From an optimization exercise on the open Yosys and OpenROAD flow, aimed at small area, a short achievable clock period and few clock cycles; shortcuts taken in it are not production practice.
In this exercise RTL edits were held to simulation tests only and were not proved equivalent to the original.
Power is estimated from default activity; no workload was simulated.

**config.mk**
```make
export PLATFORM = sky130hd
export DESIGN_NAME = bsb_pcodec
export DESIGN_NICKNAME = bsb_pcodec
export VERILOG_FILES = /design/flow/design.v
export SDC_FILE = /design/flow/constraint.sdc
export NUM_CORES = 4
export LEC_CHECK = 0
export CAP_MARGIN = 20
export CORE_MARGIN = 2
export CORE_UTILIZATION = 40
export SLEW_MARGIN = 20
```
**constraint.sdc**
```tcl
create_clock -name core_clock -period 10.0 [get_ports {clk}]
set_input_delay 2.0000 -clock core_clock [delete_from_list [all_inputs] [get_ports {clk}]]
set_output_delay 2.0000 -clock core_clock [all_outputs]
set_load 0.01 [all_outputs]
```
**design.v**
```verilog
module bsb_dtvalid (
    input  wire       leap,
    input  wire [7:0] mon,
    input  wire [7:0] day,
    input  wire [7:0] hour,
    input  wire [7:0] min,
    input  wire [7:0] sec,
    output wire       valid
);
    wire m30 = (mon == 8'd4) || (mon == 8'd6) || (mon == 8'd9) || (mon == 8'd11);
    wire feb = (mon == 8'd2);
    wire day_ok = (day <= 8'd28) || (day == 8'd29 && (!feb || leap)) ||
                  (day == 8'd30 && !feb) || (day == 8'd31 && !feb && !m30);
    assign valid = (mon >= 8'd1) && (mon <= 8'd12) &&
                   (day >= 8'd1) && day_ok &&
                   (hour <= 8'd23) && (min <= 8'd59) && (sec <= 8'd59);
endmodule
module bsb_leap16 (
    input  wire [15:0] y,
    output wire        leap
);
    wire signed [10:0] s = $signed({3'd0, y[9:5], 3'd0}) - $signed({6'd0, y[9:5]}) +
                           $signed({6'd0, y[4:0]}) - $signed({5'd0, y[15:10]});
    wire d25 = (s == -11'sd50) || (s == -11'sd25) || (s == 11'sd0) || (s == 11'sd25) ||
               (s == 11'sd50) || (s == 11'sd75) || (s == 11'sd100) || (s == 11'sd125) ||
               (s == 11'sd150) || (s == 11'sd175) || (s == 11'sd200) || (s == 11'sd225);
    assign leap = (y[1:0] == 2'd0) && (!d25 || (y[3:2] == 2'd0));
endmodule
module bsb_fenc (
    input  wire        clk,
    input  wire        rst,
    input  wire        go,
    input  wire [3:0]  p,       
    input  wire        neg,
    input  wire [31:0] mag,
    input  wire [15:0] d,
    input  wire [31:0] den,
    output wire        idle,
    output wire        fin,     
    output wire        ovf,
    output wire [15:0] q16
);
    localparam F_IDLE = 2'd0, F_MUL = 2'd1, F_DIV = 2'd2, F_RND = 2'd3;
    reg [1:0]  st;
    reg [3:0]  cnt;
    reg        first;
    reg        sgn;
    reg [47:0] x;       
    wire [18:0] dext = {2'b00, d, 1'b0};
    wire [2:0]  grp  = dext[{cnt, 1'b0} +: 3];
    wire        b_neg = grp[2] & ~(grp[1] & grp[0]);
    wire        b_two = (grp == 3'b011) || (grp == 3'b100);
    wire        b_one = grp[1] ^ grp[0];
    wire [32:0] mm    = b_two ? {mag, 1'b0} : (b_one ? {1'b0, mag} : 33'd0);
    wire [47:0] addend = {15'd0, mm} ^ {48{b_neg}};
    wire [47:0] x_mul = {x[45:0], 2'b00} + addend + {47'd0, b_neg};
    wire [32:0] sa   = {x[47:16], x[15]};
    wire [33:0] ta   = {1'b0, sa} - {2'b00, den};
    wire        qa   = ~ta[33];
    wire [31:0] ra   = qa ? ta[31:0] : sa[31:0];
    wire [32:0] sb   = {ra, x[14]};
    wire [33:0] tb   = {1'b0, sb} - {2'b00, den};
    wire        qb   = ~tb[33];
    wire [31:0] rb   = qb ? tb[31:0] : sb[31:0];
    wire        big  = (x[47:16] >= den);      
    wire [15:0] qt   = x[15:0];
    wire [33:0] th   = {1'b0, x[47:16], 1'b0} - {2'b00, den};
    wire        half = ~th[33];
    wire        tie  = (th == 34'd0);
    wire        up   = half & (~tie | qt[0]);
    wire        ovf_p = qt[15] | ((&qt[14:0]) & up);
    wire        ovf_n = qt[15] & ((|qt[14:0]) | up);
    wire        early = (st == F_DIV) && first && big;
    assign idle = (st == F_IDLE);
    assign fin = early || (st == F_RND);
    assign ovf = early || (sgn ? ovf_n : ovf_p);
    assign q16 = (qt ^ {16{sgn}}) + {15'd0, up ^ sgn};
    always @(posedge clk) begin
        if (rst) begin
            st  <= F_IDLE;
        end else begin
            case (st)
                F_IDLE: begin
                    if (go) begin
                        x   <= 48'd0;
                        cnt <= p;
                        sgn <= neg;
                        st  <= F_MUL;
                    end
                end
                F_MUL: begin
                    x   <= x_mul;
                    cnt <= cnt - 4'd1;
                    first <= 1'b1;
                    if (cnt == 4'd0) begin
                        cnt <= 4'd7;
                        st  <= F_DIV;
                    end
                end
                F_DIV: begin
                    first <= 1'b0;
                    x   <= {rb, x[13:0], qa, qb};
                    cnt <= cnt - 4'd1;
                    if (first && big) begin
                        st  <= F_IDLE;
                    end else if (cnt == 4'd0) begin
                        st  <= F_RND;
                    end
                end
                F_RND: begin
                    st  <= F_IDLE;
                end
            endcase
        end
    end
endmodule
module bsb_pcodec (
    input  wire        clk,
    input  wire        rst,
    input  wire        start,
    input  wire        op,         
    input  wire [2:0]  tag,
    input  wire [15:0] div,
    input  wire [7:0]  plen,
    input  wire [95:0] pay_in,
    input  wire [7:0]  v_flag,
    input  wire [31:0] v_int,
    input  wire [31:0] v_mnum,
    input  wire [31:0] v_mden,
    input  wire [15:0] v_year,
    input  wire [7:0]  v_mon,
    input  wire [7:0]  v_day,
    input  wire [7:0]  v_wday,
    input  wire [7:0]  v_hour,
    input  wire [7:0]  v_min,
    input  wire [7:0]  v_sec,
    input  wire [7:0]  v_trail,
    input  wire [1:0]  v_sn,
    input  wire        v_smark,
    input  wire [20:0] v_sh,
    input  wire [23:0] v_sm,
    input  wire [23:0] v_eh,
    input  wire [23:0] v_em,
    output wire        ready,
    output reg         done,
    output wire [7:0]  err,
    output wire [2:0]  o_tag,
    output wire [7:0]  o_flag,
    output wire [31:0] o_int,
    output wire [31:0] o_mnum,
    output wire [31:0] o_mden,
    output wire [15:0] o_year,
    output wire [7:0]  o_mon,
    output wire [7:0]  o_day,
    output wire [7:0]  o_wday,
    output wire [7:0]  o_hour,
    output wire [7:0]  o_min,
    output wire [7:0]  o_sec,
    output wire [7:0]  o_trail,
    output wire [1:0]  o_sn,
    output wire        o_smark,
    output wire [20:0] o_sh,
    output wire [23:0] o_sm,
    output wire [23:0] o_eh,
    output wire [23:0] o_em,
    output wire [95:0] o_pay,
    output wire [7:0]  o_plen
);
    localparam [2:0] E_OK = 3'd0, E_UNK = 3'd1, E_SHORT = 3'd2, E_DT = 3'd3,
                     E_RANGE = 3'd4, E_ILL = 3'd7;
    reg [95:0] r;         
    reg [2:0]  r_err;
    reg [2:0]  r_tag;
    reg [1:0]  r_sn;
    reg        r_smark;
    wire [7:0] pb0 = pay_in[7:0];
    wire [7:0] pb1 = pay_in[15:8];
    wire [7:0] pb2 = pay_in[23:16];
    wire [7:0] pb3 = pay_in[31:24];
    wire [7:0] pb4 = pay_in[39:32];
    wire [7:0] pb5 = pay_in[47:40];
    wire [7:0] pb6 = pay_in[55:48];
    wire [7:0] pb7 = pay_in[63:56];
    wire [7:0] pb8 = pay_in[71:64];
    wire        f_idle, f_fin, f_ovf;
    wire [15:0] f_q;
    assign ready = f_idle;
    wire acc  = start & f_idle;
    wire f_go = acc & op & (tag == 3'd2) & (div != 16'd0) & (v_mden != 32'd0);
    reg [3:0] f_p;
    always @(*) begin
        if (div[15])         f_p = 4'd8;
        else if (|div[14:13]) f_p = 4'd7;
        else if (|div[12:11]) f_p = 4'd6;
        else if (|div[10:9])  f_p = 4'd5;
        else if (|div[8:7])   f_p = 4'd4;
        else if (|div[6:5])   f_p = 4'd3;
        else if (|div[4:3])   f_p = 4'd2;
        else if (|div[2:1])   f_p = 4'd1;
        else                  f_p = 4'd0;
    end
    wire [31:0] mag = v_mnum[31] ? (32'd0 - v_mnum) : v_mnum;
    bsb_fenc u_fenc (
        .clk(clk), .rst(rst), .go(f_go), .p(f_p), .neg(v_mnum[31]),
        .mag(r[63:32]), .d(r[23:8]), .den(r[95:64]),
        .idle(f_idle), .fin(f_fin), .ovf(f_ovf), .q16(f_q)
    );
    wire leap_e;
    bsb_leap16 u_leap (.y(v_year), .leap(leap_e));
    wire leap_d = (pb1[1:0] == 2'd0) && (pb1 != 8'd0) && (pb1 != 8'd200);
    wire dt_ok;
    bsb_dtvalid u_dt (
        .leap(op ? leap_e : leap_d),
        .mon(op ? v_mon : pb2), .day(op ? v_day : pb3), .hour(op ? v_hour : pb5),
        .min(op ? v_min : pb6), .sec(op ? v_sec : pb7), .valid(dt_ok)
    );
    wire year_ok = (v_year[15:8] == 8'h07 && v_year[7:0] >= 8'h6C) ||
                   (v_year[15:8] == 8'h08 && v_year[7:0] <= 8'h6B);
    wire [7:0] year_off = v_year[7:0] - 8'h6C;
    wire d_en0 = (plen >= 8'd4);
    wire d_en1 = (plen >= 8'd8) && !pb0[7];
    wire d_en2 = (plen >= 8'd12) && !pb0[7] && !pb4[7];
    wire d_mark = (d_en0 && pb0[7]) || (d_en1 && pb4[7]) || (d_en2 && pb8[7]);
    wire [1:0] d_n = d_en2 ? 2'd3 : d_en1 ? 2'd2 : d_en0 ? 2'd1 : 2'd0;
    wire d_short = (plen < 8'd4) ||
                   (!pb0[7] && plen > 8'd4 && plen < 8'd8) ||
                   (!pb0[7] && !pb4[7] && plen > 8'd8 && plen < 8'd12);
    wire e_en0 = (v_sn != 2'd0);
    wire e_en1 = v_sn[1];
    wire e_en2 = (v_sn == 2'd3);
    wire [95:0] e_sch = {
        v_em[23:16], v_eh[23:16], v_sm[23:16], v_smark && (v_sn == 2'd3), v_sh[20:14],
        v_em[15:8],  v_eh[15:8],  v_sm[15:8],  v_smark && (v_sn == 2'd2), v_sh[13:7],
        v_em[7:0],   v_eh[7:0],   v_sm[7:0],   v_smark && (v_sn == 2'd1), v_sh[6:0]};
    wire [95:0] sch_src = op ? e_sch : pay_in;
    wire en0 = op ? e_en0 : d_en0;
    wire en1 = op ? e_en1 : d_en1;
    wire en2 = op ? e_en2 : d_en2;
    wire [95:0] sch = sch_src & {{32{en2}}, {32{en1}}, {32{en0}}};
    reg [95:0] cap;
    always @(*) begin
        cap = pay_in;
        if (tag == 3'd4) begin
            cap = sch;
        end else if (!op) begin
            if (tag == 3'd2) cap[39:24] = div;
        end else begin
            case (tag)
                3'd2:    cap = {v_mden, mag, 8'd0, div, v_flag};
                3'd3:    cap = {24'd0, v_trail, v_sec, v_min, v_hour, v_wday, v_day,
                                v_mon, year_off, v_flag};
                3'd5:    cap = {72'd0, v_int[7:0], v_int[7:0], v_flag};
                default: cap = {72'd0, v_int[7:0], v_int[15:8], v_flag};
            endcase
        end
    end
    reg [2:0] c;
    always @(*) begin
        c = E_OK;
        if (tag[2:1] == 2'b11) c = E_UNK;
        else if (!op) begin
            case (tag)
                3'd0, 3'd1: if (plen < 8'd3) c = E_SHORT;
                3'd2: if (div == 16'd0) c = E_ILL;
                      else if (plen < 8'd3) c = E_SHORT;
                3'd3: if (plen < 8'd9) c = E_SHORT;
                      else if (!dt_ok) c = E_DT;
                3'd4: if (d_short) c = E_SHORT;
                default: if (plen < 8'd2) c = E_SHORT;
            endcase
        end else begin
            case (tag)
                3'd0, 3'd1: if (v_int[31:15] != {17{v_int[15]}}) c = E_RANGE;
                3'd2: if (div == 16'd0) c = E_ILL;
                      else if (v_mden == 32'd0) c = E_RANGE;
                3'd3: if (!dt_ok) c = E_DT;
                      else if (!year_ok) c = E_RANGE;
                3'd4: if (v_sn == 2'd0) c = E_RANGE;
                default: if (v_int[31:8] != 24'd0) c = E_RANGE;
            endcase
        end
    end
    always @(posedge clk) begin
        if (rst) begin
            done <= 1'b0;
        end else begin
            done <= (acc && !f_go) || f_fin;
            if (acc) begin
                r       <= cap;
                r_err   <= c;
                r_tag   <= tag;
                r_sn    <= op ? v_sn : d_n;
                r_smark <= op ? v_smark : d_mark;
            end else if (f_fin) begin
                r[23:8] <= {f_q[7:0], f_q[15:8]};
                r_err   <= f_ovf ? E_RANGE : E_OK;
            end
        end
    end
    assign err     = {{4{r_err[2] & r_err[1]}}, r_err[2], r_err[1] | r_err[0], r_err[1], r_err[0]};
    assign o_tag   = r_tag;
    assign o_flag  = r[7:0];
    assign o_int   = (r_tag == 3'd5) ? {24'd0, r[15:8]} : {{16{r[15]}}, r[15:8], r[23:16]};
    assign o_mnum  = o_int;
    assign o_mden  = {16'd0, r[39:24]};
    assign o_year  = 16'd1900 + {8'd0, r[15:8]};
    assign o_mon   = r[23:16];
    assign o_day   = r[31:24];
    assign o_wday  = r[39:32];
    assign o_hour  = r[47:40];
    assign o_min   = r[55:48];
    assign o_sec   = r[63:56];
    assign o_trail = r[71:64];
    assign o_sn    = r_sn;
    assign o_smark = r_smark;
    assign o_sh    = {r[70:64], r[38:32], r[6:0]};
    assign o_sm    = {r[79:72], r[47:40], r[15:8]};
    assign o_eh    = {r[87:80], r[55:48], r[23:16]};
    assign o_em    = {r[95:88], r[63:56], r[31:24]};
    assign o_pay   = r;
    assign o_plen  = (r_tag == 3'd3) ? 8'd9 :
                     (r_tag == 3'd4) ? (r_smark ? 8'd12 : {4'd0, r_sn, 2'b00}) :
                     (r_tag == 3'd5) ? 8'd2 : 8'd3;
endmodule
```
**run.sh**
```bash
#!/bin/bash
# synth_recipe.tcl (not shown) runs the flow's synth.tcl, then flattens the netlist and writes it again
# the make line also repeats each setting of config.mk as NAME=value (left out here)
make -C /OpenROAD-flow-scripts/flow DESIGN_CONFIG=/design/flow/config.mk WORK_HOME=/design/flow/orfs CLKGATE_MAP_FILE= SYNTH_SCRIPT=/design/flow/synth_recipe.tcl finish
```
==> metrics.md, run 1 <==
| Metric | Value |
|---|---|
| Status | `no timing/DRC/antenna violations` |
| Starting Density | `roughly two fifths` |
| Synth unique cells | `87` |
| DP HPWL | `100000 microns` |
| Crit path arrival time | `around 7.5 ns` |
| Total CTS buffers | `17` |
| Sw Pwr | `approximately 0.0028 W` |
| Reg clk slew, reported paths | `~0.09 ns` |
| Final Setup Violations | `0` |
| # nets final | `3984` |
| Critical path required time | `approximately 10 ns` |
| Routed met2 length | `around 55000 microns` |
| Slowest stage cell, crit path | `nor4_1` |
| Core Rows | `between 80 and 90` |
| R2r endpoint | `r[14]$_DFFE_PP_` |
| Antenna Violating Nets Remaining | `0` |
| DP Area | `between 0.02 and 0.03 sq mm` |
| Seq/Total Area, Yosys | `a little over a fifth` |
| Ys async rst share | `0%` |
| Number of synthesized flops with an enable pin | `between 150 and 200` |
| CTS sink count | `162` |
| Yosys warns | `2` |
| R2R setup slack | `around 2.8 ns` |
| Hold buffers post-CTS | `0` |
| Largest stage delay, worst path | `about 0.95 ns` |
| #FFs+latches synth | `162` |
| Int Power | `approximately 0.0030 W` |
| Hold Vio Cnt, Final | `0` |
| Clock Latency Late Sink | `roughly 0.52 ns` |
| Via count | `~26000` |
| Sw Share | `between 40% and 50%` |
| Multi-input gate area | `approximately 0.016 sq mm` |
| Setup bufs post-CTS | `0` |
| Core box area | `0.0576 sq mm` |
| Commonest cells post-synth | `a21oi_1 (284), buf_4 (255), nand2_1 (239), nor2_1 (217), o21ai_0 (216)` |
| Critical Path Start Type | `register` |
| Worst ir drop on vdd | `between 0.15 and 0.2 mV` |
| Total Routing Usage GR | `38.4%` |
| Die Y | `245 microns` |
| Hold/Removal Path Class | `register to register` |
| Drt drc | `0` |
| Pleak | `about 12 nW` |
| Max-cap violations | `0` |
| Setup CP Type | `register to register` |
| Largest net degree at the start of global routing | `67` |
| Post_cts resized | `0` |
| CTS H-tree depth | `4` |
| Main synth FF type | `edfxtp_1` |
| Avg Inst Size Synth | `7.78 sq um` |
| Mean routed wirelength per cell | `about 29 microns` |
| Worst setup EP type | `register` |
| P per Cell Area | `roughly 190 mW/mm^2` |
| Initial antenna violation count | `21` |
| Bufs on Longest Clock Path | `2` |
| Met1 wire length | `~50000 microns` |
| DR vias/cell | `around 6.2` |
| Slew HR | `a little under a tenth` |
| Total iterations of the first detailed-routing run | `5` |
| Fraction of layout cells with a size suffix above 1 | `under 10%` |
| Path depth of the worst reg2reg path | `21` |
| Netlist Area Pre-Place | `0.0232 sq mm` |
| Die ar. | `about 0.06 sq mm` |
| Post-synth top area share | `around 21%` |
| Clk pwr share | `between 10% and 20%` |
| Worst Hold Endpoint | `u_fenc.st[1]$_SDFFE_PP0P_` |
| Most frequent cell after synthesis | `a21oi_1` |
| Max frequency | `around 140 MHz` |
| Uppermost routed layer | `met5` |
| Number of global-route vias before repair | `24015` |
| Setup TNS | `0 ns` |
| Min Tclk post-route | `between 7 and 8 ns` |
| Period utilization | `between 70% and 80%` |
| Yosys top cell by area | `edfxtp_1` |
| Fillers | `between 5000 and 6000` |
| DRT Wirelength | `121000 microns` |
| Initial drt markers | `around 2800` |
| Cell family with most CP delay | `simple AND/OR/NAND/NOR gates` |
| PortBufs | `about 760` |
| GRT overflow | `0` |
| Synthesized instance count | `roughly 3000` |
| First-pass GRT wire length | `168000 microns` |
| Die span in x | `roughly 250 microns` |
| Area grow syn2layout | `30.8%` |
| Combinational Power Share | `about 69%` |
| Post-route cell area | `between 0.03 and 0.04 sq mm` |
| Worst-Margin Slew | `1.35 ns` |
| Placer Congestion | `between 1 and 1.5` |
| Worst R2R Start | `r[77]$_DFFE_PP_` |
| Sequential cell fraction of total power | `around 18%` |
| RSZ-0062 raised after global routing | `false` |
| Worst path cell trace | `inv_1 -> ha_1 -> a21oi_1 -> o22ai_1 -> o21ai_0 -> o2111ai_1 -> or3_1 -> nor4_1 -> nand4_1 -> nor4_1 -> nor2_1 -> xor2_1 -> ha_1 -> ha_1 -> o21ai_0 -> nor2_1 -> nand2_1 -> o31a_1 -> o22ai_1 -> xnor2_1 -> o22ai_1` |
| Metal3 WL | `12600 microns` |
| Worst hold path depth | `2` |
| CTS tree | `done` |
| Min-delay src | `u_fenc.st[1]$_SDFFE_PP0P_` |
| Root buf cell | `clkbuf_16` |
| Worst Clk Skew | `roughly 0.024 ns` |
| Largest fanout on the critical path | `9` |
| Top cells by area, synth | `edfxtp_1 (21%), ha_1 (9.3%), buf_4 (8.2%)` |
| Final Max Tran Viols | `0` |
| IO Count | `788` |
| Buf+Inv Stages, Crit Path | `1` |
| Register Area | `a little under 0.005 sq mm` |
-- how the worst max path moves through the flow --
stage | depth (start not counted) | slack (ns) | endpoint | from
after floorplan | 5 | 2.54 | u_fenc.cnt[0]$_DFFE_PP_ | op
after global placement | 21 | 3.02 | r[14]$_DFFE_PP_ | r[79]$_DFFE_PP_
after detailed placement | 16 | 2.92 | r_err[0]$_SDFFCE_PN0P_ | v_year[5]
after CTS | 22 | 2.99 | u_fenc.x[22]$_DFFE_PP_ | r[70]$_DFFE_PP_
after global routing | 22 | 2.35 | u_fenc.x[27]$_DFFE_PP_ | r[70]$_DFFE_PP_
final | 21 | 2.78 | r[14]$_DFFE_PP_ | r[77]$_DFFE_PP_
-- layout by cell type (no fill, tap or decap), types with 55 or more instances in the layout --
master	n
clkdlybuf4s50_1	761
a21oi_1	282
nand2_1	237
o21ai_0	216
nor2_1	212
ha_1	172
edfxtp_1	159
xnor2_1	137
inv_1	111
xor2_1	91
mux2i_1	91
nor3_1	65
o22ai_1	60
a21o_1	55
-- per-layer routing --
layer	GRT usage [%]	up-vias
li1	-	11575
met3	8.57	189
met4	12.5	12
met5	0	-
met1	51.2	12590
met2	61.5	1534
-- flip-flops by register name, indices dropped and copies added (netlist names) --
register / count
u_fenc.st: 2
done: 1
u_fenc.sgn: 1
r_sn: 2
u_fenc.cnt: 4
u_fenc.x: 48
r: 96
r_smark: 1
u_fenc.first: 1
r_tag: 3
r_err: 3
-- logic make-up after synthesis --
kind of cell | synth area share [%]
mux | 5.08
fa+ha+maj | 9.87
compound gates | 25.2
other cells | 0.0161
xor+xnor | 8.59
buf+inv | 12.6
simple gates | 17.8
flops | 20.8
-- through the flow --
stage	instances	setup slack [ns]	power [W]	utilization (%)	hold slack (ns)
final	4200	2.78	0.00586	52.8	0.608
after global routing	4186	2.35	0.00618	52.7	0.613
after CTS	4183	2.99	0.00577	52.6	0.559
after detailed placement	4151	2.92	0.00497	51.5	0.545
after global placement	4151	3.02	0.00496	51.5	0.511
after floorplan	3011	2.54	0.00369	-	0.498
-- worst reg2reg max path: cells and delay by family, from the launching register on --
family / cells / cell delay [ns]
buffers and inverters: 1 / 0.21
AO/OA/AOI/OAI: 8 / 2.15
flip-flops: 1 / 0.46
XOR/XNOR: 2 / 0.53
adder cells (fa/ha/maj): 3 / 0.95
AND/OR/NAND/NOR: 7 / 2.64
-- final cells by class --
cell class | count | area share [%]
timing repair buffer | 791 | 25.8
antenna | 16 | 0.132
clock buffer | 20 | 1.50
clock inverter | 12 | 0.638
tap | 765 | 3.15
sequential | 162 | 15.9
multi-input combinational | 2322 | 51.5
inverter | 112 | 1.38
-- power groups by stage --
stage / sequential, W / clock [W] / combinational, W
2_1_floorplan: 0.000983 / 0 / 0.00270
5_1_grt: 0.00104 / 0.000806 / 0.00434
4_1_cts: 0.00103 / 0.000787 / 0.00396
6_report: 0.00103 / 0.000781 / 0.00405
3_3_place_gp: 0.00103 / 0 / 0.00393
3_5_place_dp: 0.00104 / 0 / 0.00393
Testbench counts, summed over its fixed seeds: cycles 43,882.
==> run 2, diff against run 1 <==
--- a/design.v
+++ b/design.v
@@ -32,4 +32,6 @@
     input  wire        go,
-    input  wire [3:0]  p,       
+    input  wire [3:0]  p1,      
+    input  wire        pz,      
     input  wire        neg,
+    input  wire [32:0] m0,
     input  wire [31:0] mag,
@@ -42,6 +44,5 @@
 );
-    localparam F_IDLE = 2'd0, F_MUL = 2'd1, F_DIV = 2'd2, F_RND = 2'd3;
-    reg [1:0]  st;
+    localparam F_IDLE = 3'd0, F_MUL = 3'd1, F_NORM = 3'd2, F_DIV = 3'd3, F_RND = 3'd4;
+    reg [2:0]  st;
     reg [3:0]  cnt;
-    reg        first;
     reg        sgn;
@@ -56,2 +57,6 @@
     wire [47:0] x_mul = {x[45:0], 2'b00} + addend + {47'd0, b_neg};
+    wire        big  = (x[47:16] >= den);                        
+    wire        lt0  = (x[47:32] == 16'd0) && (x[31:0] < den);   
+    wire        lt8  = (x[47:40] == 8'd0) && (x[39:8] < den);    
+    wire        up0  = x[31] || ({x[30:0], 1'b0} > den);
     wire [32:0] sa   = {x[47:16], x[15]};
@@ -64,7 +69,5 @@
     wire [31:0] rb   = qb ? tb[31:0] : sb[31:0];
-    wire        big  = (x[47:16] >= den);      
     wire [15:0] qt   = x[15:0];
-    wire [33:0] th   = {1'b0, x[47:16], 1'b0} - {2'b00, den};
-    wire        half = ~th[33];
-    wire        tie  = (th == 34'd0);
+    wire        half = ({x[47:16], 1'b0} >= {1'b0, den});
+    wire        tie  = ({x[47:16], 1'b0} == {1'b0, den});
     wire        up   = half & (~tie | qt[0]);
@@ -72,8 +75,17 @@
     wire        ovf_n = qt[15] & ((|qt[14:0]) | up);
-    wire        early = (st == F_DIV) && first && big;
+    wire [15:0] qs   = qt ^ {16{sgn}};
+    wire [15:0] qs1  = qs + 16'd1;
+    wire [15:0] q_r  = (up ^ sgn) ? qs1 : qs;
+    wire        nfin = (st == F_NORM) && (big || lt0);
     assign idle = (st == F_IDLE);
-    assign fin = early || (st == F_RND);
-    assign ovf = early || (sgn ? ovf_n : ovf_p);
-    assign q16 = (qt ^ {16{sgn}}) + {15'd0, up ^ sgn};
+    assign fin  = nfin || (st == F_RND);
+    assign ovf  = (st == F_NORM) ? big : (sgn ? ovf_n : ovf_p);
+    assign q16  = (st == F_NORM) ? {{15{sgn & up0}}, up0} : q_r;
     always @(posedge clk) begin
+        case (st)
+            F_MUL:   x <= x_mul;
+            F_NORM:  x <= lt8 ? {x[39:0], 8'd0} : x;
+            F_DIV:   x <= {rb, x[13:0], qa, qb};
+            default: x <= {15'd0, m0};
+        endcase
         if (rst) begin
@@ -84,6 +96,5 @@
                     if (go) begin
-                        x   <= 48'd0;
-                        cnt <= p;
+                        cnt <= p1;
                         sgn <= neg;
-                        st  <= F_MUL;
+                        st  <= pz ? F_NORM : F_MUL;
                     end
@@ -91,23 +102,14 @@
                 F_MUL: begin
-                    x   <= x_mul;
                     cnt <= cnt - 4'd1;
-                    first <= 1'b1;
-                    if (cnt == 4'd0) begin
-                        cnt <= 4'd7;
-                        st  <= F_DIV;
-                    end
+                    if (cnt == 4'd0) st <= F_NORM;
+                end
+                F_NORM: begin
+                    cnt <= lt8 ? 4'd3 : 4'd7;
+                    st  <= nfin ? F_IDLE : F_DIV;
                 end
                 F_DIV: begin
-                    first <= 1'b0;
-                    x   <= {rb, x[13:0], qa, qb};
                     cnt <= cnt - 4'd1;
-                    if (first && big) begin
-                        st  <= F_IDLE;
-                    end else if (cnt == 4'd0) begin
-                        st  <= F_RND;
-                    end
-                end
-                F_RND: begin
-                    st  <= F_IDLE;
+                    if (cnt == 4'd0) st <= F_RND;
                 end
+                default: st <= F_IDLE;
             endcase
@@ -173,4 +175,3 @@
     reg [2:0]  r_tag;
-    reg [1:0]  r_sn;
-    reg        r_smark;
+    reg [3:0]  r_s;       
     wire [7:0] pb0 = pay_in[7:0];
@@ -189,17 +190,28 @@
     wire f_go = acc & op & (tag == 3'd2) & (div != 16'd0) & (v_mden != 32'd0);
-    reg [3:0] f_p;
+    reg [3:0] f_p1;
+    reg       f_two;
     always @(*) begin
-        if (div[15])         f_p = 4'd8;
-        else if (|div[14:13]) f_p = 4'd7;
-        else if (|div[12:11]) f_p = 4'd6;
-        else if (|div[10:9])  f_p = 4'd5;
-        else if (|div[8:7])   f_p = 4'd4;
-        else if (|div[6:5])   f_p = 4'd3;
-        else if (|div[4:3])   f_p = 4'd2;
-        else if (|div[2:1])   f_p = 4'd1;
-        else                  f_p = 4'd0;
+        f_two = 1'b0;
+        if (div[15])          begin f_p1 = 4'd7; end
+        else if (div[14])     begin f_p1 = 4'd6; f_two = div[13]; end
+        else if (div[13])     begin f_p1 = 4'd6; end
+        else if (div[12])     begin f_p1 = 4'd5; f_two = div[11]; end
+        else if (div[11])     begin f_p1 = 4'd5; end
+        else if (div[10])     begin f_p1 = 4'd4; f_two = div[9]; end
+        else if (div[9])      begin f_p1 = 4'd4; end
+        else if (div[8])      begin f_p1 = 4'd3; f_two = div[7]; end
+        else if (div[7])      begin f_p1 = 4'd3; end
+        else if (div[6])      begin f_p1 = 4'd2; f_two = div[5]; end
+        else if (div[5])      begin f_p1 = 4'd2; end
+        else if (div[4])      begin f_p1 = 4'd1; f_two = div[3]; end
+        else if (div[3])      begin f_p1 = 4'd1; end
+        else if (div[2])      begin f_p1 = 4'd0; f_two = div[1]; end
+        else if (div[1])      begin f_p1 = 4'd0; end
+        else                  begin f_p1 = 4'd15; end
     end
+    wire f_pz = (div[15:1] == 15'd0);
     wire [31:0] mag = v_mnum[31] ? (32'd0 - v_mnum) : v_mnum;
+    wire [32:0] f_m0 = f_two ? {mag, 1'b0} : {1'b0, mag};
     bsb_fenc u_fenc (
-        .clk(clk), .rst(rst), .go(f_go), .p(f_p), .neg(v_mnum[31]),
+        .clk(clk), .rst(rst), .go(f_go), .p1(f_p1), .pz(f_pz), .neg(v_mnum[31]), .m0(f_m0),
         .mag(r[63:32]), .d(r[23:8]), .den(r[95:64]),
@@ -239,2 +251,12 @@
     wire [95:0] sch = sch_src & {{32{en2}}, {32{en1}}, {32{en0}}};
+    wire [8:0] dy = {1'b0, pb1} + 9'h06C;    
+    reg [3:0] e_plen;
+    always @(*) begin
+        case (tag)
+            3'd3:    e_plen = 4'd9;
+            3'd4:    e_plen = v_smark ? 4'd12 : {v_sn, 2'b00};
+            3'd5:    e_plen = 4'd2;
+            default: e_plen = 4'd3;
+        endcase
+    end
     reg [95:0] cap;
@@ -245,3 +267,8 @@
         end else if (!op) begin
-            if (tag == 3'd2) cap[39:24] = div;
+            case (tag)
+                3'd2: cap[39:24] = div;
+                3'd3: cap[15:8]  = dy[7:0];            
+                3'd5: cap[23:8]  = {pb1, 8'd0};        
+                default: ;
+            endcase
         end else begin
@@ -291,4 +318,3 @@
                 r_tag   <= tag;
-                r_sn    <= op ? v_sn : d_n;
-                r_smark <= op ? v_smark : d_mark;
+                r_s     <= op ? e_plen : {dy[8], d_mark, d_n};
             end else if (f_fin) begin
@@ -302,6 +328,6 @@
     assign o_flag  = r[7:0];
-    assign o_int   = (r_tag == 3'd5) ? {24'd0, r[15:8]} : {{16{r[15]}}, r[15:8], r[23:16]};
+    assign o_int   = {{16{r[15]}}, r[15:8], r[23:16]};
     assign o_mnum  = o_int;
     assign o_mden  = {16'd0, r[39:24]};
-    assign o_year  = 16'd1900 + {8'd0, r[15:8]};
+    assign o_year  = {4'd0, r_s[3], {3{~r_s[3]}}, r[15:8]};
     assign o_mon   = r[23:16];
@@ -313,4 +339,4 @@
     assign o_trail = r[71:64];
-    assign o_sn    = r_sn;
-    assign o_smark = r_smark;
+    assign o_sn    = r_s[1:0];
+    assign o_smark = r_s[2];
     assign o_sh    = {r[70:64], r[38:32], r[6:0]};
@@ -320,5 +346,3 @@
     assign o_pay   = r;
-    assign o_plen  = (r_tag == 3'd3) ? 8'd9 :
-                     (r_tag == 3'd4) ? (r_smark ? 8'd12 : {4'd0, r_sn, 2'b00}) :
-                     (r_tag == 3'd5) ? 8'd2 : 8'd3;
+    assign o_plen  = {4'd0, r_s};
 endmodule
==> flow/run.sh (new file) <==
#!/bin/bash
# The standard layout, with the port buffers made of the smallest buffer cell
# (sky130_fd_sc_hd__buf_1) instead of the one buffer_ports picks by default.
set -euo pipefail
bash standard.sh "BUFFER_PORTS_ARGS=-buffer_cell sky130_fd_sc_hd__buf_1" finish > standard_flow.log 2>&1
==> standard.sh (new file) <==
#!/bin/bash
# synth_recipe.tcl (not shown) runs the flow's synth.tcl, then flattens the netlist and writes it again
# the make line also repeats each setting of config.mk as NAME=value (left out here)
make -C /OpenROAD-flow-scripts/flow DESIGN_CONFIG=/design/flow/config.mk WORK_HOME=/design/flow/orfs CLKGATE_MAP_FILE= SYNTH_SCRIPT=/design/flow/synth_recipe.tcl "${@:-finish}"
removed: run.sh
==> run 2 against run 1 <==
Register-to-register slack worse by 0.53 ns. Clock skew down 0.0028 ns. Final cell count up 8.1%. Die area up 9.7%. Worst hold slack better by 0.16 ns. Critical path type unchanged. Critical endpoint is now u_fenc.x[29]$_DFFE_PN_. Largest power group unchanged.
==> metrics.md, run 2 <==
| Metric | Value |
|---|---|
| Worst setup EP type | `register` |
| Antenna Violating Nets Remaining | `0 (unchanged)` |
| Initial antenna violation count | `46 (+120%)` |
| Largest register FFs | `96 (unchanged)` |
| Fillers | `6723 (+22%)` |
| R2R setup slack | `2.25 ns (-0.53 ns)` |
| Critical path required time | `10.26 ns (+0.03 ns)` |
| Fraction of layout cells with a size suffix above 1 | `4.23% (+0.51 points)` |
| Total CTS buffers | `17 (unchanged)` |
| Setup TNS | `0 ns (unchanged)` |
| Largest fanout on the critical path | `18 (+9)` |
| Setup bufs post-CTS | `0 (unchanged)` |
| Post-synth top area share | `18.7% (-1.8 points)` |
| Max frequency | `129 MHz (-6.8%)` |
| CTS tree | `done` |
| Core Rows | `92 (+4.5%)` |
| PortBufs | `763 (unchanged)` |
| #FFs+latches synth | `163 (+0.62%)` |
| Final WS setup | `2.25 ns (-0.527 ns)` |
| Most frequent cell after synthesis | `a21oi_1` |
| Post_cts resized | `0 (unchanged)` |
| Netlist Area Pre-Place | `0.0255 sq mm (+9.8%)` |
| Register Area | `0.00485 sq mm (+0.41%)` |
| Non-filler instance count after layout | `4542 (+8.1%)` |
| Drt drc | `0 (unchanged)` |
| Area grow syn2layout | `9.80%` |
| Most flops, register | `r` |
| DRT Wirelength | `134000 microns (+11%)` |
| Worst-Margin Slew | `1.19 ns (-0.166 ns)` |
| Final Setup Violations | `0 (unchanged)` |
| Synthesized instance count | `3227 (+8.0%)` |
| CTS H-tree depth | `4 (unchanged)` |
| Period utilization | `77.5% (+5.3 points)` |
| DP HPWL | `109000 microns (+8.9%)` |
| Die Y | `257 microns (+4.7%)` |
| DP Area | `0.0274 sq mm (-7.8%)` |
| Worst hold slack | `0.772 ns (+0.163 ns)` |
| Worst ir drop on vdd | `0.219 mV (+41%)` |
| Multi-input gate area | `0.0178 sq mm (+14%)` |
| Final Max Tran Viols | `0 (unchanged)` |
| Crit path arrival time | `8.01 ns (+0.56 ns)` |
| GRT overflow | `0 (unchanged)` |
| Top cells by area, synth | `edfxtp_1 (19%), ha_1 (13%), buf_4 (8.2%)` |
| P per Cell Area | `332 mW/mm^2 (+72%)` |
| Commonest cells post-synth | `a21oi_1 (309), buf_4 (278), ha_1 (263), nand2_1 (252), nor2_1 (211)` |
| Die span in x | `257 microns (+4.7%)` |
| Cells after DPL | `4480 (+7.9%)` |
| Worst hold path depth | `3 (+1)` |
| Placer Congestion | `1.04 (+2.7%)` |
| Root buf cell | `clkbuf_16` |
| Status | `no timing/DRC/antenna violations` |
| Core box area | `0.0631 sq mm (+9.5%)` |
| Pre-CTS WS | `2.48 ns (-0.436 ns)` |
| Main synth FF type | `edfxtp_1` |
| DR vias/cell | `6.25 (+1.3%)` |
| Setup CP Type | `register to register` |
| Die ar. | `0.0658 sq mm (+9.7%)` |
| Min Tclk post-route | `7.75 ns (+0.527 ns)` |
| Path depth of the worst reg2reg path | `20 (-4.8%)` |
| Worst Hold Endpoint | `u_fenc.st[2]$_SDFFE_PP0P_` |
| Initial drt markers | `3566 (+27%)` |
| Worst R2R Start | `u_fenc.x[28]$_DFFE_PN_` |
| Total Routing Usage GR | `39.1% (+0.63 points)` |
| Ys async rst share | `0% (unchanged)` |
| Total iterations of the first detailed-routing run | `6 (+1)` |
| RSZ-0062 raised after global routing | `false` |
| Leading cell type in the layout, fill and taps excluded | `buf_1` |
| Hold/Removal Path Class | `register to register` |
| R2r endpoint | `u_fenc.x[29]$_DFFE_PN_` |
| First-pass GRT wire length | `186000 microns (+11%)` |
| Critical Path Start Type | `register` |
| Slew HR | `20.4% (+11 points)` |
| Pleak | `11.1 nW (-4.8%)` |
| IO Count | `788 (unchanged)` |
| Number of global-route vias before repair | `25750 (+7.2%)` |
| # nets final | `4322 (+8.5%)` |
| CTS sink count | `163 (+0.62%)` |
| Worst Clk Skew | `0.0209 ns (-0.00285 ns)` |
| Mean routed wirelength per cell | `29.6 microns (+2.9%)` |
| Hold Vio Cnt, Final | `0 (unchanged)` |
| Avg Inst Size Synth | `7.91 sq um (+1.7%)` |
| Min-delay src | `u_fenc.st[1]$_SDFFE_PP0P_` |
| Starting Density | `40.5% (+0.11 points)` |
| Post-route cell area | `0.0280 sq mm (-7.8%)` |
| Bufs on Longest Clock Path | `2 (unchanged)` |
| Yosys top cell by area | `edfxtp_1` |
| Max-cap violations | `0 (unchanged)` |
| Largest regs | `r (96), u_fenc.x (48)` |
| Clock Latency Late Sink | `0.52 ns (about the same)` |
| Seq/Total Area, Yosys | `19.0% (-1.8 points)` |
| Reg clk slew, reported paths | `0.09 ns (about the same)` |
| Synth unique cells | `86 (-1.1%)` |
| Hold buffers post-CTS | `0 (unchanged)` |
| Commonest cells after routing, fill and taps aside | `buf_1 (761), a21oi_1 (306), ha_1 (263), nand2_1 (252), o21ai_0 (207)` |
| Yosys warns | `2 (unchanged)` |
| Via count | `28368 (+9.5%)` |
| Largest net degree at the start of global routing | `67 (unchanged)` |
| Number of synthesized flops with an enable pin | `159 (unchanged)` |
## run 2: changes by cell type after synthesis, moves of 16 or more
cell	change
a221oi_1	+22
a211oi_1	+22
a21oi_1	+25
ha_1	+91
xnor2_1	-28
a21o_1	+53
o22ai_1	-38
buf_4	+23
o211ai_1	+16
clkbuf_1	-16
nand4_1	+16
## run 2: final cells by class
cell class                      instances  area share [%]
Clock inverter                         15           0.545
Clock buffer                           17            1.52
Multi-Input combinational cell       2551            63.5
Inverter                              106            1.42
Sequential cell                       163            17.3
Tap cell                              846            3.78
Timing Repair Buffer                  814            11.6
Antenna cell                           30           0.268
## run 2: worst max path at each step
stage                            from                endpoint  slack, ns  cells after the start
3_5_place_dp   u_fenc.x[28]$_DFFE_PN_  u_fenc.x[29]$_DFFE_PN_       2.48                     20
3_3_place_gp   u_fenc.x[28]$_DFFE_PN_  u_fenc.x[29]$_DFFE_PN_       2.66                     20
5_1_grt        u_fenc.x[28]$_DFFE_PN_  u_fenc.x[29]$_DFFE_PN_       1.84                     20
2_1_floorplan                     rst         r[10]$_DFFE_PP_       2.94                      3
4_1_cts        u_fenc.x[28]$_DFFE_PN_  u_fenc.x[29]$_DFFE_PN_       2.47                     20
6_report       u_fenc.x[28]$_DFFE_PN_  u_fenc.x[29]$_DFFE_PN_       2.25                     20
## run 2: critical path: stages, from the launching register on
cell and delay [ns]:
edfxtp_1 0.63, ha_1 0.54, nand4_1 0.17, nor3_1 0.42, o21ai_0 0.20, nand3_1 0.39
a21o_1 0.74, mux2i_1 0.29, ha_1 0.34, nor2b_1 0.17, o2111ai_1 0.18, a31oi_1 0.37
a21oi_1 0.25, o21ai_0 0.47, nand3_1 0.19, a311oi_1 0.32, or2_1 0.70, buf_4 0.37
mux2_1 0.34, a221oi_1 0.30, a21oi_1 0.07
## run 2: kinds of logic (layout without fill, tap and decap cells)
family | Yosys count | in the layout | synth area share [%]
compound gates | 1092 | 1092 | 27.8
xor+xnor | 187 | 187 | 6.42
fa+ha+maj | 270 | 270 | 13.4
buf+inv | 536 | 952 | 12.0
flops | 163 | 163 | 19.0
mux | 115 | 115 | 4.87
other cells | 1 | 54 | 0.0147
simple gates | 863 | 863 | 16.4
## run 2: per-layer routing
metal | GRT usage [%] | part of all wire [%] | wire length, microns | vias to the layer above
li1 | - | - | - | 12776
met1 | 53.0 | 41 | 55400 | 13503
met2 | 56.1 | 42 | 55900 | 1802
met3 | 12.5 | 13 | 16900 | 267
met4 | 17.7 | 4.4 | 5890 | 20
met5 | 0 | 0.092 | 123 | -
## run 2: per-stage QoR
stage | total power [W] | util (%)
final | 0.00930 | 44.4
after global routing | 0.00989 | 44.4
after CTS | 0.00909 | 44.3
after detailed placement | 0.00834 | 43.4
after global placement | 0.00840 | 43.3
after floorplan | 0.00643 | -
## run 2: power breakdown
| group | internal [W] | switching [W] |
|---|---|---|
| sequential | 0.00104 | 0.000490 |
| clock | 0.000333 | 0.000375 |
| combinational | 0.00267 | 0.00440 |
| total | 0.00404 | 0.00526 |
Testbench counts of run 2, summed over its fixed seeds: cycles 36,206.
==> run 3, diff against run 2 <==
--- a/config.mk
+++ b/config.mk
@@ -10,2 +10,3 @@
 export CORE_UTILIZATION = 40
+export SETUP_SLACK_MARGIN = 5
 export SLEW_MARGIN = 20
==> run 3 against run 2 <==
Worst hold slack lost 0.019 ns. Synthesized area is the same. Total power increased by 28%.
==> metrics.md, run 3 <==
| Metric | Value |
|---|---|
| Die span in x | `257 microns (unchanged)` |
| Worst-Margin Slew | `1.21 ns (+0.0250 ns)` |
| Total iterations of the first detailed-routing run | `7 (+1)` |
| Most frequent cell after synthesis | `a21oi_1` |
| Slew HR | `19.3% (-1.1 points)` |
| RSZ-0062 raised after global routing | `true` |
| Largest net degree at the start of global routing | `156 (+130%)` |
| Reg clk slew, reported paths | `0.09 ns (about the same)` |
| Starting Density | `40.5% (unchanged)` |
| DR vias/cell | `6.37 (+2.0%)` |
| Total CTS buffers | `17 (unchanged)` |
| Commonest cells post-synth | `a21oi_1 (309), buf_4 (278), ha_1 (263), nand2_1 (252), nor2_1 (211)` |
| DP Area | `0.0277 sq mm (+1.4%)` |
| Bufs on Longest Clock Path | `2 (unchanged)` |
| Post-synth top area share | `18.7% (unchanged)` |
| Worst ir drop on vdd | `0.231 mV (+5.4%)` |
| First-pass GRT wire length | `198000 microns (+6.3%)` |
| Synth Area in Compound Gates | `27.8% (unchanged)` |
| CTS tree | `done` |
| Largest fanout on the critical path | `7 (-11)` |
| Die Y | `257 microns (unchanged)` |
| Critical path required time | `10.25 ns (about the same)` |
| CTS H-tree depth | `4 (unchanged)` |
| PortBufs | `763 (unchanged)` |
| DRT Wirelength | `144000 microns (+7.2%)` |
| Multi-input gate area | `0.0198 sq mm (+11%)` |
| DP HPWL | `109000 microns (+0.21%)` |
| Number of synthesized flops with an enable pin | `159 (unchanged)` |
| Initial antenna violation count | `52 (+13%)` |
| CTS sink count | `163 (unchanged)` |
| Root buf cell | `clkbuf_16` |
| Crit path arrival time | `5.79 ns (-2.22 ns)` |
| Critical Path Start Type | `register` |
| Synthesized instance count | `3227 (unchanged)` |
| Via count | `30582 (+7.8%)` |
| Avg Inst Size Synth | `7.91 sq um (unchanged)` |
| Min Tclk post-route | `5.54 ns (-2.21 ns)` |
| Pleak | `12.7 nW (+15%)` |
| Initial drt markers | `4017 (+13%)` |
| Synth unique cells | `86 (unchanged)` |
| Most flops, register | `r` |
| Hold/Removal Path Class | `register to register` |
| #FFs+latches synth | `163 (unchanged)` |
| Main synth FF type | `edfxtp_1` |
| Largest family of logic cells by synthesized area | `compound AO/OA/AOI/OAI gates` |
| Ys async rst share | `0% (unchanged)` |
| XOR/XNOR Fraction of Synth Area | `6.42% (unchanged)` |
| Hold buffers post-CTS | `0 (unchanged)` |
| Post-Synth Simple-Gate Area | `16.4% (unchanged)` |
| Commonest cells after routing, fill and taps aside | `buf_1 (756), buf_4 (266), a21oi_1 (264), nand2_1 (246), ha_1 (210)` |
| Top cells by area, synth | `edfxtp_1 (19%), ha_1 (13%), buf_4 (8.2%)` |
| Status | `no timing/DRC/antenna violations` |
| Max-cap violations | `0 (unchanged)` |
| Yosys warns | `2 (unchanged)` |
| Period utilization | `55.4% (-22 points)` |
| Largest regs | `r (96), u_fenc.x (48)` |
| Drt drc | `0 (unchanged)` |
| Total Routing Usage GR | `41.3% (+2.3 points)` |
| # nets final | `4575 (+5.9%)` |
| IO Count | `788 (unchanged)` |
| Number of global-route vias before repair | `27496 (+6.8%)` |
| Fraction of layout cells with a size suffix above 1 | `18.0% (+14 points)` |
| Fillers | `6312 (-6.1%)` |
| Worst Clk Skew | `0.0231 ns (+0.00224 ns)` |
| Final Max Tran Viols | `0 (unchanged)` |
| Netlist Area Pre-Place | `0.0255 sq mm (unchanged)` |
| Seq/Total Area, Yosys | `19.0% (unchanged)` |
| Leading cell type in the layout, fill and taps excluded | `buf_1` |
| Setup TNS | `0 ns (unchanged)` |
| Die ar. | `0.0658 sq mm (unchanged)` |
| GRT overflow | `0 (unchanged)` |
| Core Rows | `92 (unchanged)` |
| Final Setup Violations | `0 (unchanged)` |
| P per Cell Area | `368 mW/mm^2 (+11%)` |
| Post-route cell area | `0.0323 sq mm (+15%)` |
| Clock Latency Late Sink | `0.52 ns (about the same)` |
| Area grow syn2layout | `26.5%` |
| Synth Area in Adders | `13.4% (unchanged)` |
| Worst setup EP type | `register` |
| Hold Vio Cnt, Final | `0 (unchanged)` |
| Max frequency | `181 MHz (+40%)` |
| Largest register FFs | `96 (unchanged)` |
| Antenna Violating Nets Remaining | `0 (unchanged)` |
| Yosys top cell by area | `edfxtp_1` |
| Setup CP Type | `register to register` |
| Core box area | `0.0631 sq mm (unchanged)` |
| Mux cell area share after synthesis | `4.87% (unchanged)` |
| Placer Congestion | `1.04 (-0.26%)` |
| Register Area | `0.00485 sq mm (unchanged)` |
| Mean routed wirelength per cell | `30.0 microns (+1.4%)` |
## run 3: cells by family after synthesis
group | Yosys count
AO/OA/AOI/OAI | 1092
XOR/XNOR | 187
adder cells (fa/ha/maj) | 270
buffers and inverters | 536
flip-flops | 163
multiplexers | 115
other | 1
AND/OR/NAND/NOR | 863
## run 3: repair_timing
action | in CTS | in global routing
setup endpoints to repair | 64 | 58
gates resized for setup | 232 | 138
setup buffers | 187 | 62
gates cloned | 8 | 2
pin swaps | 106 | 88
## run 3: power by group
part	internal [W]	switching, W	total [W]
Combinational	0.00416	0.00558	0.00974
Clock	0.000342	0.000389	0.000731
Sequential	0.00104	0.000363	0.00140
Total	0.00554	0.00633	0.0119
## run 3: path summary, 6_finish.rpt
path | startpoint | to | slack (ns) | depth (start not counted)
worst min-delay path | u_fenc.st[0]$_SDFFE_PP0P_ | u_fenc.x[18]$_DFFE_PN_ | 0.75 | 2
worst min register to register | u_fenc.st[0]$_SDFFE_PP0P_ | u_fenc.x[18]$_DFFE_PN_ | 0.75 | 2
worst max register to register | u_fenc.x[16]$_DFFE_PN_ | u_fenc.x[24]$_DFFE_PN_ | 4.46 | 23
worst max-delay path | u_fenc.x[16]$_DFFE_PN_ | u_fenc.x[24]$_DFFE_PN_ | 4.46 | 23
## run 3: layer usage
| layer | GRT usage, % | wire (microns) | vias to the layer above | part of all wire [%] |
|---|---|---|---|---|
| met5 | 0 | 378 | - | 0.26 |
| met4 | 22.9 | 8660 | 34 | 6.0 |
| met3 | 14.3 | 19000 | 443 | 13 |
| met2 | 59.6 | 60300 | 2167 | 42 |
| met1 | 53.6 | 55500 | 14657 | 39 |
| li1 | - | - | 13281 | - |
## run 3: cell type report
class	instances	share of cell area, %
antenna	35	0.271
sequential	163	15.0
clock inverter	15	0.616
tap	846	3.28
multi-input combinational	2557	61.2
timing repair buffer	1061	16.9
inverter	106	1.43
clock buffer	17	1.32
## run 3: stage by stage
step           worst slack [ns]  total power, W  hold WS (ns)  util, %  cells
3_5_place_dp               3.28         0.00851         0.715     44.0   4474
6_report                   4.46          0.0119         0.753     51.2   4800
3_3_place_gp               3.24         0.00859         0.698     44.0   4474
2_1_floorplan              4.67         0.00668         0.590        -   3250
5_1_grt                    4.39          0.0124         0.774     51.1   4782
4_1_cts                    4.75          0.0107         0.751     49.3   4701
## run 3: critical path, stage by stage (launching register included)
cell,delay [ns]
edfxtp_1,0.54
buf_6,0.18
inv_2,0.06
fa_2,0.22
nor2b_2,0.05
o31a_1,0.29
o2111a_2,0.32
o2111a_2,0.33
a21oi_1,0.14
nand2_1,0.11
xor2_1,0.17
mux2_2,0.31
ha_2,0.41
nand4_1,0.17
nor2_2,0.17
nand2_2,0.09
o21ai_4,0.19
nand3_2,0.13
a311oi_2,0.31
or2_4,0.21
buf_12,0.15
mux2_4,0.30
a222oi_1,0.29
o21ai_1,0.11
==> run 4, diff against run 3 <==
==> run.sh (new file) <==
#!/bin/bash
# synth_recipe.tcl (not shown) runs the flow's synth.tcl, then flattens the netlist and writes it again
# the make line also repeats each setting of config.mk as NAME=value (left out here)
make -C /OpenROAD-flow-scripts/flow DESIGN_CONFIG=/design/flow/config.mk WORK_HOME=/design/flow/orfs CLKGATE_MAP_FILE= SYNTH_SCRIPT=/design/flow/synth_recipe.tcl finish
--- a/config.mk
+++ b/config.mk
@@ -10,3 +10,2 @@
 export CORE_UTILIZATION = 40
-export SETUP_SLACK_MARGIN = 5
 export SLEW_MARGIN = 20
removed: flow/run.sh
removed: standard.sh
==> run 4 against run 3 <==
First-iteration DRC count fell by 4.7%. Still clean. Final area rose by 1.7%. Register-to-register slack got worse by 2.0 ns. Highest routed layer unchanged.
==> metrics.md, run 4 <==
| Metric | Value |
|---|---|
| First-pass GRT wire length | `198000 microns (about the same)` |
| Sw Pwr | `0.00537 W (-15%)` |
| DR vias/cell | `6.42 (+0.72%)` |
| Largest stage delay, worst path | `0.79 ns (+0.25 ns)` |
| Critical path required time | `10.23 ns (-0.02 ns)` |
| DRT Wirelength | `142000 microns (-1.6%)` |
| Main synth FF type | `edfxtp_1` |
| Die Y | `257 microns (unchanged)` |
| Worst setup EP type | `register` |
| PortBufs | `763 (unchanged)` |
| Mean routed wirelength per cell | `31.2 microns (+4.2%)` |
| Via count | `29071 (-4.9%)` |
| Worst-Margin Slew | `1.21 ns (+0.00148 ns)` |
| Initial drt markers | `3827 (-4.7%)` |
| Most frequent cell after synthesis | `a21oi_1` |
| RSZ-0062 raised after global routing | `false` |
| Combinational Power Share | `77.2% (-4.8 points)` |
| DP Area | `0.0321 sq mm (+16%)` |
| Sequential cell fraction of total power | `15.3% (+3.5 points)` |
| Total CTS buffers | `17 (unchanged)` |
| Hold buffers post-CTS | `0 (unchanged)` |
| Leading cell type in the layout, fill and taps excluded | `clkdlybuf4s50_1` |
| Worst Clk Skew | `0.0163 ns (-0.00686 ns)` |
| Avg Inst Size Synth | `7.91 sq um (unchanged)` |
| DP HPWL | `114000 microns (+4.7%)` |
| Total Routing Usage GR | `41.1% (-0.22 points)` |
| Path depth of the worst reg2reg path | `20 (-13%)` |
| Ys async rst share | `0% (unchanged)` |
| CTS sink count | `163 (unchanged)` |
| Int Power | `0.00450 W (-19%)` |
| Max frequency | `133 MHz (-27%)` |
| Commonest cells after routing, fill and taps aside | `clkdlybuf4s50_1 (761), a21oi_1 (306), ha_1 (263), nand2_1 (252), o21ai_0 (208)` |
| # nets final | `4321 (-5.6%)` |
| Fraction of layout cells with a size suffix above 1 | `4.26% (-14 points)` |
| Register Area | `0.00485 sq mm (unchanged)` |
| Starting Density | `40.5% (unchanged)` |
| Final Setup Violations | `0 (unchanged)` |
| Placer Congestion | `1.07 (+3.1%)` |
| Root buf cell | `clkbuf_16` |
| Clock Latency Late Sink | `0.51 ns (about the same)` |
| IO Count | `788 (unchanged)` |
| Total iterations of the first detailed-routing run | `7 (unchanged)` |
| Commonest cells post-synth | `a21oi_1 (309), buf_4 (278), ha_1 (263), nand2_1 (252), nor2_1 (211)` |
| Area grow syn2layout | `28.6%` |
| Hold/Removal Path Class | `register to register` |
| Post_cts resized | `0 (-100%)` |
| Period utilization | `75.4% (+20 points)` |
| Critical Path Start Type | `register` |
| Clk pwr share | `7.5% (+1.3 points)` |
| CTS H-tree depth | `4 (unchanged)` |
| Bufs on Longest Clock Path | `2 (unchanged)` |
| Crit path arrival time | `7.77 ns (+1.98 ns)` |
| Setup CP Type | `register to register` |
| Slew HR | `18.5% (-0.84 points)` |
| Largest net degree at the start of global routing | `70 (-55%)` |
| CTS tree | `done` |
| Netlist Area Pre-Place | `0.0255 sq mm (unchanged)` |
| Post-route cell area | `0.0328 sq mm (+1.7%)` |
| Seq/Total Area, Yosys | `19.0% (unchanged)` |
| Fillers | `6003 (-4.9%)` |
| Largest regs | `r (96), u_fenc.x (48)` |
| Status | `no timing/DRC/antenna violations` |
| Initial antenna violation count | `33 (-37%)` |
| Core box area | `0.0631 sq mm (unchanged)` |
| Setup TNS | `0 ns (unchanged)` |
| Final Max Tran Viols | `0 (unchanged)` |
| Multi-input gate area | `0.0178 sq mm (-9.9%)` |
| Top cells by area, synth | `edfxtp_1 (19%), ha_1 (13%), buf_4 (8.2%)` |
| P per Cell Area | `301 mW/mm^2 (-18%)` |
| Min Tclk post-route | `7.54 ns (+2.00 ns)` |
| Largest fanout on the critical path | `38 (+31)` |
| Slowest stage cell, crit path | `a21o_1` |
| Sw Share | `54.4% (+1.1 points)` |
| Drt drc | `0 (unchanged)` |
| Worst ir drop on vdd | `0.185 mV (-20%)` |
| GRT overflow | `0 (unchanged)` |
| Reg clk slew, reported paths | `0.08 ns (about the same)` |
| Synth unique cells | `86 (unchanged)` |
| Worst path cell trace | `ha_1 -> nand4_1 -> nor3_1 -> o21ai_0 -> nand3_1 -> a21o_1 -> mux2i_1 -> ha_1 -> nor2b_1 -> o2111ai_1 -> a31oi_1 -> a21oi_1 -> o21ai_0 -> nand3_1 -> a311oi_1 -> or2_1 -> buf_4 -> mux2_1 -> a221oi_1 -> a21oi_1` |
| Yosys warns | `2 (unchanged)` |
| Number of synthesized flops with an enable pin | `159 (unchanged)` |
| Die ar. | `0.0658 sq mm (unchanged)` |
| Most flops, register | `r` |
| Number of global-route vias before repair | `27161 (-1.2%)` |
| Max-cap violations | `0 (unchanged)` |
| Util after Layout | `52.0% (+0.85 points)` |
| Yosys top cell by area | `edfxtp_1` |
| Synthesized instance count | `3227 (unchanged)` |
| Hold Vio Cnt, Final | `0 (unchanged)` |
| Core Rows | `92 (unchanged)` |
| Total chip power | `0.00987 W (-17%)` |
| Post-synth top area share | `18.7% (unchanged)` |
| #FFs+latches synth | `163 (unchanged)` |
| Setup bufs post-CTS | `0 (-100%)` |
| Die span in x | `257 microns (unchanged)` |
| Worst hold path depth | `4 (+2)` |
| Pleak | `13.2 nW (+3.8%)` |
| Antenna Violating Nets Remaining | `0 (unchanged)` |
| Largest register FFs | `96 (unchanged)` |
## run 4: worst paths after layout
kind,slack (ns),end,startpoint
worst min register to register,0.72,u_fenc.st[0]$_SDFFE_PP0P_,u_fenc.st[0]$_SDFFE_PP0P_
worst max register to register,2.46,u_fenc.x[29]$_DFFE_PN_,u_fenc.x[28]$_DFFE_PN_
worst max-delay path,2.46,u_fenc.x[29]$_DFFE_PN_,u_fenc.x[28]$_DFFE_PN_
worst min-delay path,0.72,u_fenc.st[0]$_SDFFE_PP0P_,u_fenc.st[0]$_SDFFE_PP0P_
## run 4: kinds of logic (layout without fill, tap and decap cells)
| kind of cell | after synthesis | count (layout) | synth area share (%) |
|---|---|---|---|
| AO/OA/AOI/OAI | 1092 | 1092 | 27.8 |
| XOR/XNOR | 187 | 187 | 6.42 |
| adder cells (fa/ha/maj) | 270 | 270 | 13.4 |
| flip-flops | 163 | 163 | 19.0 |
| other | 1 | 43 | 0.0147 |
| multiplexers | 115 | 115 | 4.87 |
| AND/OR/NAND/NOR | 863 | 863 | 16.4 |
| buffers and inverters | 536 | 951 | 12.0 |
## run 4: critical path, delay by kind of cell (launching register included)
family,cells,cell delay (ns)
simple gates,6,1.55
flops,1,0.61
mux,2,0.68
compound gates,9,3.05
fa+ha+maj,2,0.87
buf+inv,1,0.45
## run 4: power groups by stage
stage	registers, W	logic, W	clock network (W)
2_1_floorplan	0.00130	0.00512	0
3_3_place_gp	0.00149	0.00732	0
3_5_place_dp	0.00150	0.00734	0
4_1_cts	0.00148	0.00740	0.000749
5_1_grt	0.00151	0.00816	0.000766
6_report	0.00151	0.00762	0.000744
## run 4: per-layer routing
| metal | global-route usage (%) | up-vias | part of all wire [%] |
|---|---|---|---|
| li1 | - | 12747 | - |
| met5 | 0 | - | 0.040 |
| met4 | 18.9 | 8 | 4.9 |
| met1 | 55.9 | 14033 | 41 |
| met3 | 12.0 | 278 | 12 |
| met2 | 59.7 | 2005 | 42 |
## run 4: cell type report
class,count,area share (%)
antenna,19,0.145
clock buffer,17,1.30
clock inverter,15,0.606
inverter,106,1.21
multi-input combinational,2551,54.3
sequential,163,14.8
tap,846,3.22
timing repair buffer,813,24.5
## run 4: through the flow
| stage | instances | hold WS [ns] | setup slack (ns) |
|---|---|---|---|
| detailed placement | 4477 | 0.703 | 2.70 |
| global route | 4521 | 0.791 | 2.05 |
| CTS | 4509 | 0.718 | 2.69 |
| floorplan | 3250 | 0.590 | 2.94 |
| finish | 4530 | 0.723 | 2.46 |
| global placement | 4477 | 0.697 | 2.82 |

-- re-timing with driven ports --
In the flow no input, the clock included, has a driving cell. The finished layouts below were timed again as built, in two steps. Step 1: set_driving_cell puts a clkbuf_16 on clk and a buf_2 on each other input, an assumption about the parent block. Step 2 moves the port delays by t, midway between the first and last clock arrival at a register: inputs arrive t later, outputs are due t later. That takes back most of the time a late clock gives input paths. Three values: ideal, step 1, step 2; two values: the first two.
run | t (ns) | setup WS [ns] | worst setup path at the end | slew at the worst register clock pin (ns)
run 1 | 0.571 | 2.782 / 2.782 / 2.782 | register to register | 0.09 / 0.09
run 2 | 0.574 | 2.255 / 2.255 / 2.255 | register to register | 0.09 / 0.09
run 3 | 0.579 | 4.464 / 4.464 / 4.234 | input to register | 0.09 / 0.09
run 4 | 0.573 | 2.461 / 2.461 / 2.461 | register to register | 0.09 / 0.09
After both steps every run listed still meets setup and hold. The setup slack of run 3, which loses most, moves by 0.000 ns with the drivers and by -0.230 ns with both steps.
